This design comes from an exercise in tuning for small area on the open sky130 flow, not from production work.
Function was checked by simulation only, so behaviour that the tests miss may differ from the original.
Power and IR drop assume default switching activity.

File: design.v
module rpi433_core (
    input  wire        clk,
    input  wire        rst,
    input  wire        rx_in,
    input  wire        cmd_valid,
    input  wire [11:0] cmd,
    input  wire [15:0] rd_addr,
    output wire        tx_out,
    output wire        tx_busy,
    output wire        rx_done,
    output wire        rx_ovr,
    output wire        cmd_err,
    output wire [2:0]  rx_stat,
    output wire [4:0]  rx_cause,
    output wire [7:0]  rx_len,
    output wire [5:0]  rx_nbytes,
    output wire [15:0] min_low,
    output wire [15:0] min_high,
    output wire [7:0]  rd_data
);
    localparam [1:0] R_IDLE = 2'd0, R_START = 2'd1, R_DATA = 2'd2;
    localparam [1:0] T_IDLE = 2'd0, T_START = 2'd1, T_DATA = 2'd2, T_END = 2'd3;
    localparam [2:0] ST_NONE = 3'd0, ST_OK = 3'd1, ST_BADTIMING = 3'd2, ST_TOOSHORT = 3'd3,
                     ST_SIGMISMATCH = 3'd4, ST_LENOVERRUN = 3'd5, ST_CHKMISMATCH = 3'd6;
    localparam [3:0] OP_TXCLR = 4'h1, OP_TXPUSH = 4'h2, OP_TXGO = 4'h3,
                     OP_RXACK = 4'h4, OP_ERRCLR = 4'h5;
    localparam [6:0] END_P = 7'd100;
    function [7:0] key_byte;
        input [3:0] i;
        case (i)
            4'd0:  key_byte = 8'hC5;
            4'd1:  key_byte = 8'h07;
            4'd2:  key_byte = 8'h22;
            4'd3:  key_byte = 8'h33;
            4'd4:  key_byte = 8'h44;
            4'd5:  key_byte = 8'h55;
            4'd6:  key_byte = 8'h66;
            4'd7:  key_byte = 8'h77;
            4'd8:  key_byte = 8'h88;
            4'd9:  key_byte = 8'h99;
            4'd10: key_byte = 8'hAA;
            4'd11: key_byte = 8'hBB;
            4'd12: key_byte = 8'hCC;
            4'd13: key_byte = 8'hDD;
            4'd14: key_byte = 8'hEE;
            default: key_byte = 8'hFF;
        endcase
    endfunction
    function [7:0] sig_byte;
        input [1:0] i;
        case (i)
            2'd0: sig_byte = 8'h63;
            2'd1: sig_byte = 8'hF9;
            2'd2: sig_byte = 8'h5C;
            default: sig_byte = 8'h1B;
        endcase
    endfunction
    function [6:0] ucal;
        input [6:0] d;
        integer k;
        begin
            ucal = 7'd0;
            for (k = 0; k < 128; k = k + 1)
                if (d == k) ucal = (9 * k) / 10;
        end
    endfunction
    reg [4:0]   ph;              
    reg [1:0]   txphase;
    reg         txlevel;
    reg [7:0]   txhold;
    reg [8:0]   txidx;
    reg [5:0]   txlen;
    reg [7:0]   txchk;           
    reg [4:0]   txrp;            
    reg [255:0] txq;             
    reg         cmderr;
    reg [1:0]   rxphase;
    reg         level;
    reg [6:0]   elapsed;         
    reg [6:0]   unit;
    reg         bad;
    reg         cwovf;
    reg [9:0]   cwcnt;
    reg [6:0]   run_lo, run_hi;
    reg [6:0]   ev1_dur, ev2_dur;
    reg         ev1_lvl, ev2_lvl;
    reg [7:0]   shreg;
    reg [2:0]   bitcnt;
    reg [5:0]   rxcnt;
    reg         nz;              
    reg         sigbad;          
    reg [7:0]   nlen;            
    reg [7:0]   acc;             
    reg [7:0]   pend;            
    reg [255:0] bank0, bank1;
    reg         disp;            
    reg [2:0]   rxstat;
    reg [4:0]   rxcause;
    reg [7:0]   rxlen;
    reg [5:0]   rxnbytes;
    reg [6:0]   minlow, minhigh;
    reg         rxdone, rxovr;
    wire [5:0] tx_byte_idx = txidx[8:3];
    wire [5:0] tx_pay_idx  = tx_byte_idx - 6'd5;
    wire       tx_in_pay   = (tx_byte_idx >= 6'd5) && (tx_pay_idx < txlen);
    wire [7:0] tx_tap      = txq[255:248];
    reg  [7:0] tx_frame_byte;
    always @* begin
        if (tx_byte_idx < 6'd4)       tx_frame_byte = sig_byte(tx_byte_idx[1:0]);
        else if (tx_byte_idx == 6'd4) tx_frame_byte = {2'b00, txlen};
        else if (tx_pay_idx < txlen)  tx_frame_byte = tx_tap ^ key_byte(tx_pay_idx[3:0]);
        else                          tx_frame_byte = txchk;
    end
    wire       tx_frame_bit = tx_frame_byte[3'd7 - txidx[2:0]];
    wire [8:0] tx_flen_bits = {txlen + 6'd6, 3'b000};
    wire       tx_hold  = (txhold > 8'd1);
    wire       tx_bit   = (txphase != T_IDLE) && !tx_hold && (txphase != T_END) &&
                          (txidx < tx_flen_bits);
    reg [1:0]  txphase_s;
    reg        txlevel_s;
    reg [7:0]  txhold_s;
    reg [8:0]  txidx_s;
    always @* begin
        txphase_s = txphase;
        txlevel_s = txlevel;
        txhold_s  = txhold;
        txidx_s   = txidx;
        if (txphase == T_IDLE) begin
        end else if (tx_hold) begin
            txhold_s = txhold - 1'b1;
        end else if (txphase == T_END) begin
            txphase_s = T_IDLE;
            txhold_s  = 8'd0;
        end else if (txidx < tx_flen_bits) begin
            txlevel_s = ~txlevel;
            txhold_s  = tx_frame_bit ? 8'd20 : 8'd10;
            txidx_s   = txidx + 1'b1;
            txphase_s = T_DATA;
        end else begin
            txlevel_s = 1'b0;
            txhold_s  = 8'd150;
            txphase_s = T_END;
        end
    end
    wire [3:0] op        = cmd[11:8];
    wire [7:0] arg       = cmd[7:0];
    wire       tx_idle_s = (txphase_s == T_IDLE);
    wire do_txclr  = cmd_valid && op == OP_TXCLR  && tx_idle_s;
    wire do_txpush = cmd_valid && op == OP_TXPUSH && tx_idle_s && !txlen[5];
    wire do_txgo   = cmd_valid && op == OP_TXGO   && tx_idle_s;
    wire do_rxack  = cmd_valid && op == OP_RXACK;
    wire do_errclr = cmd_valid && op == OP_ERRCLR;
    wire refused   = cmd_valid && (op == OP_TXCLR || op == OP_TXPUSH || op == OP_TXGO ||
                                   op > OP_ERRCLR) &&
                     !(do_txclr || do_txpush || do_txgo);
    wire tx_rot  = (txrp != 5'd0) || (tx_bit && tx_in_pay && txidx[2:0] == 3'd7);
    wire txq_en  = do_txpush || tx_rot;
    wire [6:0] diff     = (elapsed == 7'd127) ? 7'd127 : elapsed + 1'b1;
    wire       gate     = (rxphase != R_IDLE) && (diff > END_P);
    wire       changed  = (rx_in != level);
    wire       accepted = changed && (diff >= 7'd2);
    wire [1:0] phase_g  = gate ? R_IDLE : rxphase;
    wire       is_first = accepted && phase_g == R_IDLE;
    wire       is_calib = accepted && phase_g == R_START;
    wire       is_data  = accepted && phase_g == R_DATA;
    wire       do_record = is_calib || is_data;
    wire [7:0] d2 = {diff, 1'b0};
    wire [8:0] u1 = {2'b00, unit};
    wire [8:0] u3 = 3 * u1;
    wire [8:0] u5 = 5 * u1;
    wire ge1 = ({1'b0, d2} >= u1);
    wire ge3 = ({1'b0, d2} >= u3);
    wire ge5 = ({1'b0, d2} >= u5);
    wire sym_zero = is_data && ge1 && !ge3;
    wire sym_one  = is_data && ge3 && !ge5;
    wire sym_bad  = is_data && !sym_zero && !sym_one;
    wire push     = sym_zero || sym_one;
    wire [7:0] shreg_n    = {shreg[6:0], sym_one};
    wire       byte_store = push && (bitcnt == 3'd7) && (rxcnt < 6'd38);
    wire [5:0] pay_c      = rxcnt - 6'd5;       
    wire       pend_ok  = (rxcnt >= 6'd6) && (rxcnt <= 6'd37);
    wire [4:0] pend_sl  = rxcnt[4:0] - 5'd5 + ph;        
    wire       pend_wr  = pend_ok && (pend_sl[3:0] == 4'd0);
    wire       wr0      = pend_wr && !pend_sl[4];
    wire       wr16     = pend_wr &&  pend_sl[4];
    wire [3:0] cause_t;
    assign cause_t[0] = (run_lo >= END_P) || (run_hi >= END_P);
    assign cause_t[1] = (run_lo < 7'd2) || (run_hi < 7'd2);
    assign cause_t[2] = bad;
    assign cause_t[3] = cwovf;
    wire [4:0] fin_cause = {(cause_t == 4'b0000) && (rxcnt != 6'd0) && !nz, cause_t};
    reg [2:0] fin_stat;
    always @* begin
        if (fin_cause != 5'b00000)                  fin_stat = ST_BADTIMING;
        else if (rxcnt < 6'd4)                      fin_stat = ST_TOOSHORT;
        else if (sigbad)                            fin_stat = ST_SIGMISMATCH;
        else if ({3'b000, rxcnt} < {1'b0, nlen} + 9'd6) fin_stat = ST_LENOVERRUN;
        else if (acc != 8'h00)                      fin_stat = ST_CHKMISMATCH;
        else                                        fin_stat = ST_OK;
    end
    wire rxdone_h = do_rxack ? 1'b0 : rxdone;
    wire rxovr_h  = do_rxack ? 1'b0 : rxovr;
    always @(posedge clk) begin
        if (txq_en)
            txq <= {txq[247:0], do_txpush ? arg : txq[255:248]};
        bank0 <= {bank0[247:128], (wr16 && disp)  ? pend : bank0[127:120],
                  bank0[119:0],   (wr0 && disp)   ? pend : bank0[255:248]};
        bank1 <= {bank1[247:128], (wr16 && !disp) ? pend : bank1[127:120],
                  bank1[119:0],   (wr0 && !disp)  ? pend : bank1[255:248]};
        if (byte_store)
            pend <= shreg_n ^ key_byte(pay_c[3:0]);
        if (byte_store && rxcnt == 6'd4)
            nlen <= shreg_n;
        if (is_calib)
            unit <= ucal(diff);
        if (do_record && cwcnt != 10'd512) begin
            ev1_dur <= diff;
            ev1_lvl <= level;
            ev2_dur <= ev1_dur;
            ev2_lvl <= ev1_lvl;
        end
    end
    always @(posedge clk) begin
        if (rst) begin
            ph       <= 5'd0;
            txphase  <= T_IDLE;
            txlevel  <= 1'b0;
            txhold   <= 8'd0;
            txidx    <= 9'd0;
            txlen    <= 6'd0;
            txchk    <= 8'h00;
            txrp     <= 5'd0;
            cmderr   <= 1'b0;
            rxphase  <= R_IDLE;
            elapsed  <= 7'd0;
            level    <= 1'b0;
            bad      <= 1'b0;
            cwovf    <= 1'b0;
            cwcnt    <= 10'd0;
            run_lo   <= END_P;
            run_hi   <= END_P;
            shreg    <= 8'h00;
            bitcnt   <= 3'd0;
            rxcnt    <= 6'd0;
            nz       <= 1'b0;
            sigbad   <= 1'b0;
            acc      <= 8'h00;
            disp     <= 1'b0;
            rxstat   <= ST_NONE;
            rxcause  <= 5'd0;
            rxlen    <= 8'd0;
            rxnbytes <= 6'd0;
            minlow   <= END_P;
            minhigh  <= END_P;
            rxdone   <= 1'b0;
            rxovr    <= 1'b0;
        end else begin
            ph <= ph + 1'b1;
            txphase <= txphase_s;
            txlevel <= txlevel_s;
            txhold  <= txhold_s;
            txidx   <= txidx_s;
            if (txrp != 5'd0)
                txrp <= txrp - 1'b1;
            if (do_txclr) begin
                txlen <= 6'd0;
                txchk <= 8'h00;
            end
            if (do_txpush) begin
                txlen <= txlen + 1'b1;
                txchk <= txchk ^ arg ^ key_byte(txlen[3:0]);
            end
            if (do_txgo) begin
                txlevel <= 1'b1;
                txhold  <= 8'd10;
                txidx   <= 9'd0;
                txphase <= T_START;
                txrp    <= 5'd0 - txlen[4:0];
            end
            if (do_errclr)
                cmderr <= 1'b0;
            if (refused)
                cmderr <= 1'b1;
            rxdone <= rxdone_h;
            rxovr  <= rxovr_h;
            if (gate) begin
                rxovr    <= rxovr_h | rxdone_h;
                rxdone   <= 1'b1;
                rxstat   <= fin_stat;
                rxcause  <= fin_cause;
                rxnbytes <= rxcnt;
                minlow   <= run_lo;
                minhigh  <= run_hi;
                rxlen    <= (fin_stat == ST_OK) ? nlen : 8'd0;
                disp     <= disp ^ (fin_stat == ST_OK);
                cwcnt    <= 10'd0;
                rxcnt    <= 6'd0;
                shreg    <= 8'h00;
                bitcnt   <= 3'd0;
                bad      <= 1'b0;
                cwovf    <= 1'b0;
                run_lo   <= END_P;
                run_hi   <= END_P;
                nz       <= 1'b0;
                sigbad   <= 1'b0;
                acc      <= 8'h00;
                rxphase  <= R_IDLE;
            end
            if (!accepted) begin
                elapsed <= diff;
            end else begin
                elapsed <= 7'd0;
                level   <= rx_in;
                if (is_first)
                    rxphase <= R_START;
                if (is_calib)
                    rxphase <= R_DATA;
                if (sym_bad)
                    bad <= 1'b1;
            end
            if (do_record) begin
                if (cwcnt != 10'd512) begin
                    cwcnt <= cwcnt + 1'b1;
                    if (cwcnt >= 10'd4) begin
                        if (ev2_lvl == 1'b0 && ev2_dur < run_lo) run_lo <= ev2_dur;
                        if (ev2_lvl == 1'b1 && ev2_dur < run_hi) run_hi <= ev2_dur;
                    end
                end else begin
                    cwovf <= 1'b1;
                end
            end
            if (push) begin
                shreg  <= shreg_n;
                bitcnt <= bitcnt + 1'b1;
                if (byte_store) begin
                    rxcnt <= rxcnt + 1'b1;
                    if (shreg_n != 8'h00)
                        nz <= 1'b1;
                    if (rxcnt < 6'd4 && shreg_n != sig_byte(rxcnt[1:0]))
                        sigbad <= 1'b1;
                    if (rxcnt >= 6'd5 && {2'b00, pay_c} <= nlen)
                        acc <= acc ^ shreg_n;
                end
            end
        end
    end
    wire [4:0] rd_sl   = rd_addr[4:0] + ph;
    wire [7:0] rd_b0   = bank0[8*rd_sl +: 8];
    wire [7:0] rd_b1   = bank1[8*rd_sl +: 8];
    wire       rd_ok   = (rd_addr[15:8] == 8'h00) && (rd_addr[7:0] < rxlen);
    assign tx_out    = txlevel;
    assign tx_busy   = (txphase != T_IDLE);
    assign rx_done   = rxdone;
    assign rx_ovr    = rxovr;
    assign cmd_err   = cmderr;
    assign rx_stat   = rxstat;
    assign rx_cause  = rxcause;
    assign rx_len    = rxlen;
    assign rx_nbytes = rxnbytes;
    assign min_low   = {9'd0, minlow};
    assign min_high  = {9'd0, minhigh};
    assign rd_data   = rd_ok ? (disp ? rd_b1 : rd_b0) : 8'h00;
endmodule
File: run.sh
#!/bin/bash
# synth_recipe.tcl (not shown) runs the flow's synth.tcl, then flattens the netlist and writes it again
# the make line also repeats each setting of config.mk as NAME=value (left out here)
make -C /OpenROAD-flow-scripts/flow DESIGN_CONFIG=/design/flow/config.mk WORK_HOME=/design/flow/orfs CLKGATE_MAP_FILE= SYNTH_SCRIPT=/design/flow/synth_recipe.tcl finish
File: config.mk
export PLATFORM = sky130hd
export DESIGN_NAME = rpi433_core
export DESIGN_NICKNAME = rpi433_core
export VERILOG_FILES = /design/flow/design.v
export SDC_FILE = /design/flow/constraint.sdc
export NUM_CORES = 4
export LEC_CHECK = 0
export CAP_MARGIN = 20
export CORE_MARGIN = 2
export CORE_UTILIZATION = 40
export SLEW_MARGIN = 20
File: constraint.sdc
create_clock -name core_clock -period 12.0 [get_ports {clk}]
set_input_delay 2.4000 -clock core_clock [delete_from_list [all_inputs] [get_ports {clk}]]
set_output_delay 2.4000 -clock core_clock [all_outputs]
set_load 0.01 [all_outputs]
==> out/metrics.yaml <==
critical_path:
  cp_num_buf_inv: 4
  crit_required_ps: 9600
  critPathArrivalTime_ps: 6590
  crit_type: "in -> out"
  path_cells: "clkdlybuf4s50_1 > ha_4 > buf_16 > buf_4 > mux4_2 > mux4_2 > mux2_2 > o211a_1 > clkdlybuf4s50_1"
  cp_slowest_cell: "ha_4"
  cpPeakStageDelay_ps: 720
  crit_start: "rd_addr[0]"
  cp-end-kind: "output port"
  reg2reg_from: "elapsed[0]$_SDFF_PP0_"
  critPathMaxFanout: 54
  start_kind: "input port"
  critPathTopFamily: "buffers and inverters"
grt:
  grt_pass1_vias: 22060
  track_usage: 0.1669
  grt_overflow: 0
  antenna_found_initial: 3
  grt_max_degree: 184
  grt_pass1_wl_um: 125200
clocking:
  cts-resized-gates: 0
  cts_sinks: 961
  clockBufferDepth: 3
  clk-insertion-delay-late_ps: 650
  cts_tree: "built"
  cts-root-buf: "clkbuf_16"
  cts_setup_buffers: 0
  holdBufCountCts: 0
  htree_levels: 3
  numCtsBuffers: 93
  clk_pin_slew_ps: 60
timing:
  tightest_slew_ps: 1045
  relSlewSlack: 0.2996
  period_share: 0.7489
  fin_ws_ps: 3013
  setup_violations: 0
  fin_setup_tns_ps: 0
  clock-skew-final_ps: 27.32
  max_freq_ghz: 0.1113
  rsz0062_at_grt: "false"
  fin_crit_ps: 8987
  maxSlewViolCount: 0
  finalHoldViolCount: 0
finish:
  final_util: 0.4584
  area_delta_synth_final_pct: 13.75
  drive_gt1_frac: 0.1461
  layout_common_cells: "dfxtp_1, edfxtp_1, nor2_1"
  final_cell_area_um2: 41190
  n_fill_cell: 7903
  layout_commonest_cell: "dfxtp_1"
  antenna_cells: 0
  nNetsFinal: 2979
die:
  die_area_um2: 92960
  rows: 110
  dieWidth_um: 304.9
  io_pins: 99
  die_h_um: 304.9
  start_util: 0.4029
  core-area_um2: 89870
synthesis:
  avgSynthCellArea_um2: 13.15
  seq_area_frac_synth: 0.6128
  ys_types: 98
  synth_edf_count: 295
  netlist_area_um2: 36210
  synthCells: 2754
  synth-warning-count: 1
  ys_ff_latch: 961
  synthArstFlopShare: 0
  synth-main-ff-cell: "dfxtp_1"
routing:
  wl_met1_um: 37580
  drc: 0
  drtPass1Iterations: 5
  wl_met2_um: 34050
  wirelength_um: 78270
  post_drt_via_cell_ratio: 5.305
  drtIter0Drc: 1639
  vias: 21600
  wl_met3_um: 4819
  wl_per_cell_um: 19.23
  ant_nets: 0
  highest_layer: "met5"
power_and_ir_drop:
  p_per_area_nw_per_um2: 202.2
  ir_drop_v: 0.0002782
  power_leakage_uw: 0.01556
  finalPower_uw: 8330
outcome:
  status: "complete, no violations"
run:
  drv_cap: 0
place:
  dpl-instance-area_um2: 38080
  port_buffers: 80
  place_ws_ps: 2774
  gp_congestion: 0.8658
  place_hpwl_um: 51000
min_path:
  hp-class: "reg -> reg"
  min_from: "bank0[236]$_DFF_P_"
==> routing by layer <==
layer  vias up  GRT usage
met2       593     0.2504
met5         -          0
met3       141    0.03852
met1     10660     0.2412
met4         6    0.04743
li1      10200          -
==> cells by family (layout without fill, tap and decap cells) <==
kind of cell | after synthesis | after routing | synth area share
simple gates | 662 | 662 | 0.08890
other cells | 1 | 18 | 0.0001036
mux | 226 | 226 | 0.1192
xor+xnor | 93 | 93 | 0.02311
buf+inv | 239 | 363 | 0.02933
fa+ha+maj | 124 | 124 | 0.04388
compound gates | 448 | 448 | 0.08268
flops | 961 | 961 | 0.6128
==> Yosys cell counts, drive strengths merged (27+ instances only) <==
cell	count	area, µm²
inv	94	352.8
a21oi	147	735.7
nor2	201	772.0
nand3	42	227.7
o21ai	84	435.4
edfxtp	295	8859
clkbuf	79	296.5
dfxtp	666	13330
nand2	171	641.9
xor2	32	287.8
ha	119	1489
mux2	42	473.0
mux4	160	3603
buf	65	409.2
a21o	29	217.7
nor3	70	370.4
xnor2	61	549.3
and3	27	170.2
==> layout make-up <==
type / instances / area, µm² / share of cell area
Sequential cell: 961 / 22200 / 0.5388
Tap cell: 1176 / 1471 / 0.03572
Timing Repair Buffer: 101 / 1001 / 0.02430
Multi-Input combinational cell: 1571 / 13090 / 0.3177
Clock inverter: 42 / 464.2 / 0.01127
Inverter: 95 / 356.6 / 0.008656
Clock buffer: 125 / 2619 / 0.06357
==> flip-flops by register name, indices dropped and copies added, names as in the netlist, 8 cells and up, named ones only <==
name    flops
bank0     256
pend        8
acc         8
rxlen       8
cwcnt      10
txhold      8
txq       256
txidx       9
txchk       8
nlen        8
bank1     256
==> metrics by stage <==
stage	instances	hold WS, ps
2_1_floorplan	2771	325.9
3_3_place_gp	3903	330.2
3_5_place_dp	3903	330.9
4_1_cts	4070	323.3
5_1_grt	4071	340.2
6_report	4071	330.0
==> path summary, 6_finish.rpt <==
path | to | slack (ps) | cells after the start
worst min register to register | bank0[244]$_DFF_P_ | 330 | 0
worst min-delay path | bank0[244]$_DFF_P_ | 330 | 0
worst max register to register | nlen[7]$_DFFE_PP_ | 6300 | 11
worst max-delay path | rd_data[0] | 3010 | 9
==> power by group <==
| part | internal (µW) | switching [µW] | leakage (µW) |
|---|---|---|---|
| registers | 4180 | 194 | 0.00831 |
| logic | 300 | 746 | 0.00574 |
| clock network | 1670 | 1240 | 0.00151 |

separate check: timing with driven ports:
The results above use ideal ports. As a check the final layout listed here was re-extracted and re-timed, cells and wires unchanged.
Step 1 sets driving cells, clkbuf_16 on the clock port and buf_2 on the other inputs (assumed; they add their load-dependent delay and slew).
Step 2 adds t to the input delays and takes it off the output delays; t is the mean of the earliest and latest rising clock arrival at the registers after step 1. Input paths then give back, and output paths get back, about the clock's delay inside the block.
Three values: ideal ports, drivers, drivers and shift; two values: the first two.
shift t [ns]: 0.694
setup slack, ns: 3.013 / 2.987 / 2.987
hold WS [ns]: 0.330 / 0.330 / 0.330
slew at the worst register clock pin (ns): 0.07 / 0.07
After both steps this run still meets setup and hold. For this run, drivers alone change the setup slack by -0.026 ns; drivers and shift together by -0.026 ns.
